Source: an optimization exercise on an open RTL-to-GDS flow (aim: small area, a short achievable clock period and few clock cycles). Production flows keep margins and buffers that such runs may drop.
Power figures rest on the tool's default switching activity, not on a simulated workload.

Setup of build 65:
// jel_cap
module jel_cap (
    input  wire        clk,
    input  wire        rst,           
    input  wire        cmd_valid,
    output wire        cmd_ready,
    input  wire [2:0]  cmd_op,
    input  wire [31:0] cmd_arg,
    input  wire [7:0]  cmd_b,         
    input  wire [31:0] cmd_wb,        
    input  wire [31:0] cmd_hb,        
    input  wire        cmd_ecc,       
    input  wire        cmd_elen,      
    output reg         rsp_valid,
    output wire [7:0]  rsp_code,      
    output wire [31:0] rsp_value
);
For scale: about 2400 cells after synthesis, about 150 I/O pins, ~14000 um^2 of cells after synthesis.
Settings: LEC_CHECK=0, CAP_MARGIN=20, CORE_MARGIN=2, CORE_UTILIZATION=40, SLEW_MARGIN=20; clock period 10.0 ns.
standard.sh (not shown) runs the stock make flow with config.mk's settings and CLKGATE_MAP_FILE= SYNTH_SCRIPT=/design/flow/synth_recipe.tcl, a recipe that flattens the netlist after the stock synthesis.
==> flow/flow/run.sh <==
#!/bin/bash
# Layout flow: the standard ORFS flow (standard.sh), with these make
# variables changed (the clock period and the constraints are the standard flow's):
#   ADDER_MAP_FILE=     yosys leaves adders to abc instead of mapping them to
#                       the fa/ha cells (the registers are the same)
#   ABC_AREA=1          abc's area script
#   SETUP_SLACK_MARGIN  repair_timing works on paths until this much slack
#   BUFFER_PORTS_ARGS   the cell that buffers each input and output port
#   CTS_BUF_LIST        the clock tree's buffers
# Each step's full log is in orfs/logs/, make's own output in flow_make.log.
set -uo pipefail
bash standard.sh ADDER_MAP_FILE= ABC_AREA=1 SETUP_SLACK_MARGIN=5.7 'BUFFER_PORTS_ARGS=-buffer_cell sky130_fd_sc_hd__buf_1' CTS_BUF_LIST=sky130_fd_sc_hd__clkbuf_8 finish > flow_make.log 2>&1
Build 65 finished every stage and its layout cleared the timing, design-rule and antenna checks.
[inputs] build 14 vs build 65
diff --git a/flow/flow/run.sh b/flow/flow/run.sh
--- a/flow/flow/run.sh
+++ b/flow/flow/run.sh
@@ -10,3 +10,3 @@
 # Each step's full log is in orfs/logs/, make's own output in flow_make.log.
 set -uo pipefail
-bash standard.sh ADDER_MAP_FILE= ABC_AREA=1 SETUP_SLACK_MARGIN=5.7 'BUFFER_PORTS_ARGS=-buffer_cell sky130_fd_sc_hd__buf_1' CTS_BUF_LIST=sky130_fd_sc_hd__clkbuf_8 finish > flow_make.log 2>&1
+bash standard.sh ADDER_MAP_FILE= ABC_AREA=1 SETUP_SLACK_MARGIN=6 'BUFFER_PORTS_ARGS=-buffer_cell sky130_fd_sc_hd__buf_1' CTS_BUF_LIST=sky130_fd_sc_hd__clkbuf_8 finish > flow_make.log 2>&1
### Flow results
Comparing wire length on met3 for build 14 and build 65, the smaller number came from build 14. Build 65 → build 14: count of non-CTS buffers in the layout now sits higher; wire length of the first global-routing pass increased 1.5%; power grew by about 10%. Detailed-route wire length per cell: higher on build 14. Of build 14 and build 65, it is build 14 that has the lower final critical delay including setup and external delays. Relative to build 65, number of gates on the worst path with buffers counted has decreased by 14 in build 14. Between build 14 and build 65, the global-route usage is higher for build 14. Utilization, build 14 and build 65, lower one = build 65. A timing startpoint of the critical path of d[1]$_DFFE_PP_ is what build 65 shows, while cmd_op[2] belongs to build 14. Peak per-stage delay on the critical path: higher on build 65.
Setup changes, build 14 to build 71
diff --git a/flow/flow/run.sh b/flow/flow/run.sh
--- a/flow/flow/run.sh
+++ b/flow/flow/run.sh
@@ -10,3 +10,3 @@
 # Each step's full log is in orfs/logs/, make's own output in flow_make.log.
 set -uo pipefail
-bash standard.sh ADDER_MAP_FILE= ABC_AREA=1 SETUP_SLACK_MARGIN=6 'BUFFER_PORTS_ARGS=-buffer_cell sky130_fd_sc_hd__buf_1' CTS_BUF_LIST=sky130_fd_sc_hd__clkbuf_8 finish > flow_make.log 2>&1
+bash standard.sh ADDER_MAP_FILE= ABC_AREA=1 SETUP_SLACK_MARGIN=5.4 'BUFFER_PORTS_ARGS=-buffer_cell sky130_fd_sc_hd__buf_1' CTS_BUF_LIST=sky130_fd_sc_hd__clkbuf_8 finish > flow_make.log 2>&1
[summary]
Going from build 14 to build 71, total of fill cells in the finished design grew by a few percent.
The start point of the critical path comes out s_mul$_SDFFE_PP0P_ in one run and cmd_op[2] in the other, namely in build 71 and build 14 respectively.
Compared with build 14, in build 71 wire length of the first global-routing pass shows a reduction of 1300 um, reported sequential group power shows no meaningful change.
Looking at path type of the worst setup path, the flop to flop result is from build 71; the input port to flop one comes from build 14.
On total power: between build 14 and build 71, it ends up lower for build 71.
Compared with build 14, in build 71 finished layout cell area dropped 1200 um^2; period utilization has increased; global-route usage now smaller; combinational share of power went down 5.1 points.
Compared build 71 vs build 14, and relative area of clock buffers and inverters in the final design is up in build 71.
Against build 14, build 71 reports a data required time of the critical path that is higher.
In build 71, met2 demand-to-capacity share in global routing is lower than in build 14.
## Diff of input files: build 78 against build 71
diff --git a/flow/flow/run.sh b/flow/flow/run.sh
--- a/flow/flow/run.sh
+++ b/flow/flow/run.sh
@@ -10,3 +10,3 @@
 # Each step's full log is in orfs/logs/, make's own output in flow_make.log.
 set -uo pipefail
-bash standard.sh ADDER_MAP_FILE= ABC_AREA=1 SETUP_SLACK_MARGIN=5.4 'BUFFER_PORTS_ARGS=-buffer_cell sky130_fd_sc_hd__buf_1' CTS_BUF_LIST=sky130_fd_sc_hd__clkbuf_8 finish > flow_make.log 2>&1
+bash standard.sh ADDER_MAP_FILE= ABC_AREA=1 SETUP_SLACK_MARGIN=5.0 'BUFFER_PORTS_ARGS=-buffer_cell sky130_fd_sc_hd__buf_1' CTS_BUF_LIST=sky130_fd_sc_hd__clkbuf_8 finish > flow_make.log 2>&1
Results
- Build 78 vs build 71: number of nets in the finished design down in build 78
- After detailed routing, build 71 needs more wire than build 78.
- Comparing build 78 and build 71, the higher top achievable clock speed was measured on build 71.
- Build 78 vs. build 71: maximum ir drop on the vdd rail now larger; combinational cell power went down by about 2%.
- Compared with build 71, buffer count excluding the clock tree in the final layout in build 78 decreased by a little under 10%.
- Build 71 → build 78: area added between synthesis and finish went down, utilization of the core after routing went down, clock network power share went up.
No run of this note included a check of the RTL's function; only the layout flow was run.

## separate check: timing with driven ports
Ports are ideal in the flow. The routed layouts listed here were re-timed in OpenROAD. Step 1 sets driving cells, clkbuf_16 on the clock port and buf_2 on the other inputs (assumed; they add their load-dependent delay and slew). Step 2 also shifts input and output timing later by t, the mid clock arrival at the registers, as if the neighbouring blocks saw the same clock. a / b / c = ideal / step 1 / step 2; a / b = the first two.
| run | shift t [ns] | setup slack, ns | hold WS [ns] | worst slew at a driven data input, ns |
|---|---|---|---|---|
| build 65 | 0.550 | 5.992 / 5.992 / 5.583 | 0.521 / 0.521 / 0.521 | 0.07 |
| build 14 | 0.548 | 6.135 / 6.138 / 5.608 | 0.520 / 0.520 / 0.520 | 0.07 |
| build 71 | 0.549 | 5.771 / 5.771 / 5.613 | 0.519 / 0.519 / 0.519 | 0.08 |
| build 78 | 0.548 | 5.565 / 5.565 / 5.565 | 0.520 / 0.520 / 0.520 | 0.07 |
After both steps every run listed still meets setup and hold. For build 14, which loses most, drivers alone change the setup slack by +0.003 ns; drivers and shift together by -0.527 ns.
